This design comes from an exercise in tuning for small area, a short achievable clock period and few clock cycles on the open sky130 flow, not from production work. In this exercise RTL edits were held to simulation tests only and were not proved equivalent to the original.

==> flow/design.v <==
module cv_repack (
    input  wire        clk,
    input  wire        rst,
    input  wire        cmd_valid,
    output wire        cmd_ready,
    input  wire [5:0]  cmd_old_w,
    input  wire [5:0]  cmd_new_w,
    input  wire [8:0]  cmd_count,
    input  wire        in_valid,
    output wire        in_ready,
    input  wire [31:0] in_data,
    output wire        out_valid,
    input  wire        out_ready,
    output wire [31:0] out_data,
    output reg         done_valid,
    output reg  [5:0]  done_bits,
    output reg         done_err
);
    function [31:0] low_mask;
        input [5:0] w;
        begin
            if (w >= 6'd32)
                low_mask = 32'hffff_ffff;
            else
                low_mask = (32'd1 << w) - 32'd1;
        end
    endfunction
    function [5:0] bits_needed;
        input [31:0] v;
        integer k;
        begin
            bits_needed = 6'd0;
            for (k = 0; k < 32; k = k + 1)
                if (v[k])
                    bits_needed = k[5:0] + 6'd1;
        end
    endfunction
    reg  [5:0]  ow, nw;
    reg  [8:0]  ecnt;          
    reg         busy;          
    reg         finp;          
    reg         fz;            
    reg         dpend;         
    reg         lastq;         
    reg  [31:0] b0, b1, b2;
    reg  [2:0]  wr, rw;        
    reg  [1:0]  cnt;
    reg  [4:0]  rp;
    reg  [5:0]  sp;            
    reg  [1:0]  lead;          
    reg  [2:0]  cr;            
    reg  [31:0] val_or;
    reg         ev;
    reg  [31:0] e;
    reg  [4:0]  e_wp;
    reg         e_cpl, e_last, e_fl;
    reg  [4:0]  wpr;           
    reg  [31:0] wacc;
    reg  [31:0] obuf;
    reg         ov;
    reg         fl;            
    reg         crdy;          
    assign cmd_ready = crdy;
    wire   accept    = cmd_valid && crdy;
    assign in_ready  = (cr != 3'd0) && (cnt != 2'd3);
    wire   load      = in_valid && in_ready;
    assign out_valid = ov;
    assign out_data  = obuf;
    wire   pop       = ov && out_ready;
    wire   ofree     = !ov || out_ready;
    wire [6:0]  s     = {2'b0, rp} + {1'b0, ow};        
    reg  [5:0]  lim;           
    reg         last;          
    wire        avail = busy && (lim[5] || cnt[1] || (cnt[0] && ({1'b0, rp} <= lim)));
    wire [2:0]  rw1   = {rw[1:0], rw[2]};
    wire [31:0] blo   = ({32{rw[0]}} & b0) | ({32{rw[1]}} & b1) | ({32{rw[2]}} & b2);
    wire [31:0] bhi   = ({32{rw[2]}} & b0) | ({32{rw[0]}} & b1) | ({32{rw[1]}} & b2);
    wire [63:0] fx    = {bhi, blo};
    wire [47:0] f4    = rp[4] ? fx[63:16] : fx[47:0];
    wire [39:0] f3    = rp[3] ? f4[47:8]  : f4[39:0];
    wire [35:0] f2    = rp[2] ? f3[39:4]  : f3[35:0];
    wire [33:0] f1    = rp[1] ? f2[35:2]  : f2[33:0];
    wire [31:0] fun   = rp[0] ? f1[32:1]  : f1[31:0];
    wire [31:0] m_ow  = low_mask(ow);
    wire [31:0] m_nw  = low_mask(nw);
    wire [31:0] elem  = fun & m_ow;
    wire        pop_w = s[5];
    wire [6:0]  t     = {2'b0, wpr} + {1'b0, nw};
    wire [31:0] r0    = e_wp[0] ? {e[30:0],  e[31]}     : e;
    wire [31:0] r1    = e_wp[1] ? {r0[29:0], r0[31:30]} : r0;
    wire [31:0] r2    = e_wp[2] ? {r1[27:0], r1[31:28]} : r1;
    wire [31:0] r3    = e_wp[3] ? {r2[23:0], r2[31:24]} : r2;
    wire [31:0] rot   = e_wp[4] ? {r3[15:0], r3[31:16]} : r3;
    wire [31:0] lm    = low_mask({1'b0, e_wp});
    wire [31:0] hi    = rot & ~lm;
    wire [31:0] lo    = rot & lm;
    wire [31:0] wm    = wacc & lm;
    wire        wstall = fl || (e_cpl && !ofree) || (e_last && lastq);
    wire        wtake  = ev && !wstall;
    wire        take   = avail && (!ev || wtake);
    wire        flush  = fl && ofree;
    wire        fin_now  = finp && !dpend;
    wire        done_now = dpend && lastq && ofree;
    wire        busy_n  = accept ? (cmd_count != 9'd0) : (busy && !(take && last));
    wire        finp_n  = (finp && !fin_now) || (accept && cmd_count == 9'd0) || (take && last);
    wire        dpend_n = fin_now || (dpend && !done_now);
    wire [1:0]  lead_p1 = lead + 2'd1;
    wire [1:0]  lead_m1 = lead - 2'd1;
    wire [2:0]  cr_p1   = cr + 3'd1;
    wire [2:0]  cr_m1   = cr - 3'd1;
    wire [1:0]  cnt_p1  = cnt + 2'd1;
    wire [1:0]  cnt_m1  = cnt - 2'd1;
    wire [6:0]  s2    = {1'b0, sp} + {1'b0, ow};
    wire        step  = (lead != 2'd3) && ((ecnt[8:2] != 7'd0) || (ecnt[1:0] > lead));
    wire        sinc  = step && (sp > lim);
    wire [5:0]  s2m   = sp - lim;
    always @(posedge clk) begin
        if (rst) begin
            busy       <= 1'b0;
            crdy       <= 1'b1;
            finp       <= 1'b0;
            fz         <= 1'b0;
            dpend      <= 1'b0;
            lastq      <= 1'b0;
            ecnt       <= 9'd0;
            wr         <= 3'b001;
            rw         <= 3'b001;
            cnt        <= 2'd0;
            rp         <= 5'd0;
            lead       <= 2'd0;
            cr         <= 3'd0;
            ev         <= 1'b0;
            wpr        <= 5'd0;
            ov         <= 1'b0;
            fl         <= 1'b0;
            done_valid <= 1'b0;
        end else begin
            if (accept) begin
                ow     <= cmd_old_w;
                nw     <= cmd_new_w;
                ecnt   <= cmd_count;
                lim    <= 6'd32 - cmd_old_w;
                last   <= (cmd_count == 9'd1);
                lead   <= {1'b0, cmd_count != 9'd0};
                sp     <= (cmd_count != 9'd0) ? cmd_old_w : 6'd0;
                wpr    <= 5'd0;
                rp     <= 5'd0;
            end else begin
                if (step)
                    sp    <= sinc ? s2m : s2[5:0];
                lead <= take ? (step ? lead : lead_m1) : (step ? lead_p1 : lead);
                if (take) begin
                    ecnt <= ecnt - 9'd1;
                    last <= (ecnt == 9'd2);
                    rp   <= last ? 5'd0 : s[4:0];
                    wpr  <= last ? 5'd0 : t[4:0];
                end
            end
            if (accept)
                cr <= {2'd0, (cmd_count != 9'd0) && (cmd_old_w != 6'd0)};
            else
                cr <= load ? (sinc ? cr : cr_m1) : (sinc ? cr_p1 : cr);
            if (take && last) begin
                wr  <= 3'b001;
                rw  <= 3'b001;
                cnt <= 2'd0;
            end else begin
                if (load)
                    wr <= {wr[1:0], wr[2]};
                if (take && pop_w)
                    rw <= rw1;
                cnt <= (take && pop_w) ? (load ? cnt : cnt_m1) : (load ? cnt_p1 : cnt);
            end
            if (take)
                ev <= 1'b1;
            else if (wtake)
                ev <= 1'b0;
            if (accept)
                fz <= (cmd_count == 9'd0);
            busy  <= busy_n;
            finp  <= finp_n;
            dpend <= dpend_n;
            crdy  <= !busy_n && !(finp_n && dpend_n);
            lastq <= (lastq && !done_now) || (fin_now && fz) || flush || (wtake && e_last && !e_fl);
            done_valid <= done_now;
            if (flush)
                fl <= 1'b0;
            else if (wtake && e_last)
                fl <= e_fl;
            if (flush || (wtake && e_cpl))
                ov <= 1'b1;
            else if (pop)
                ov <= 1'b0;
        end
        if (in_ready) begin
            if (wr[0]) b0 <= in_data;
            if (wr[1]) b1 <= in_data;
            if (wr[2]) b2 <= in_data;
        end
        if (accept)
            val_or <= 32'd0;
        else if (avail)
            val_or <= val_or | elem;
        if (take) begin
            e      <= elem & m_nw;
            e_wp   <= wpr;
            e_cpl  <= t[5];
            e_last <= last;
            e_fl   <= (t[4:0] != 5'd0);
        end
        if (fin_now) begin
            done_bits <= bits_needed(val_or);
            done_err  <= (bits_needed(val_or) > nw);
        end
        if (flush) begin
            obuf <= wacc;
        end else if (wtake) begin
            if (e_cpl) begin
                obuf <= wm | hi;
                wacc <= lo;
            end else begin
                wacc <= wm | hi;
            end
        end
    end
endmodule
==> flow/config.mk <==
export PLATFORM = sky130hd
export DESIGN_NAME = cv_repack
export DESIGN_NICKNAME = cv_repack
export VERILOG_FILES = /design/flow/design.v
export SDC_FILE = /design/flow/constraint.sdc
export NUM_CORES = 4
export LEC_CHECK = 0
export ABC_AREA = 0
export CAP_MARGIN = 20
export CORE_MARGIN = 2
export CORE_UTILIZATION = 40
export CTS_CLUSTER_DIAMETER = 80
export CTS_CLUSTER_SIZE = 24
export PLACE_DENSITY = 0.6
export SLEW_MARGIN = 20
==> flow/constraint.sdc <==
create_clock -name core_clock -period 8.0 [get_ports {clk}]
set_input_delay 1.6000 -clock core_clock [delete_from_list [all_inputs] [get_ports {clk}]]
set_output_delay 1.6000 -clock core_clock [all_outputs]
set_load 0.01 [all_outputs]
standard.sh (not shown) runs the stock make flow with config.mk's settings and CLKGATE_MAP_FILE= SYNTH_SCRIPT=/design/flow/synth_recipe.tcl, a recipe that flattens the netlist after the stock synthesis.
==> flow/flow/run.sh <==
#!/bin/bash
set -o pipefail
export BUFFER_PORTS_ARGS="-buffer_cell sky130_fd_sc_hd__buf_1"
export SETUP_SLACK_MARGIN=5.2
bash standard.sh > standard.log 2>&1
The starting point went through all stages and came out clean.
Testbench counts at the start, summed over its fixed seeds: cycles 37,273.
Change:
==> flow/flow/run.sh (replaced) <==
#!/bin/bash
set -o pipefail
export BUFFER_PORTS_ARGS="-buffer_cell sky130_fd_sc_hd__buf_1"
export SETUP_SLACK_MARGIN=5.0
bash standard.sh > standard.log 2>&1
What happened: The changed run finished with timing, DRC and antenna clean; flip-flop and latch count stays the same; global-route usage decreases by 0.94 points; routed wire length decreases by 4.0%.

-- separate check: timing with driven ports --
No port has a modelled driver above. Below, the same layouts with a new extraction and two added sets of constraints.
Step 1 assumes that a clkbuf_16 drives the clock port and a buf_2 every other input.
Step 2 moves the port delays by t, midway between the first and last clock arrival at a register: inputs arrive t later, outputs are due t later. That takes back most of the time a late clock gives input paths.
a / b / c = ideal / step 1 / step 2; a / b = the first two.
run | t, ns | slack for setup (ns) | worst setup path at the end
the first run | 0.621 | 5.078 / 5.023 / 4.596 | input to register
the second run | 0.610 | 5.002 / 5.002 / 4.495 | input to register
After both steps setup and hold are still met in every run listed. For the second run, which loses most, drivers alone change the setup slack by 0.000 ns; drivers and shift together by -0.507 ns.
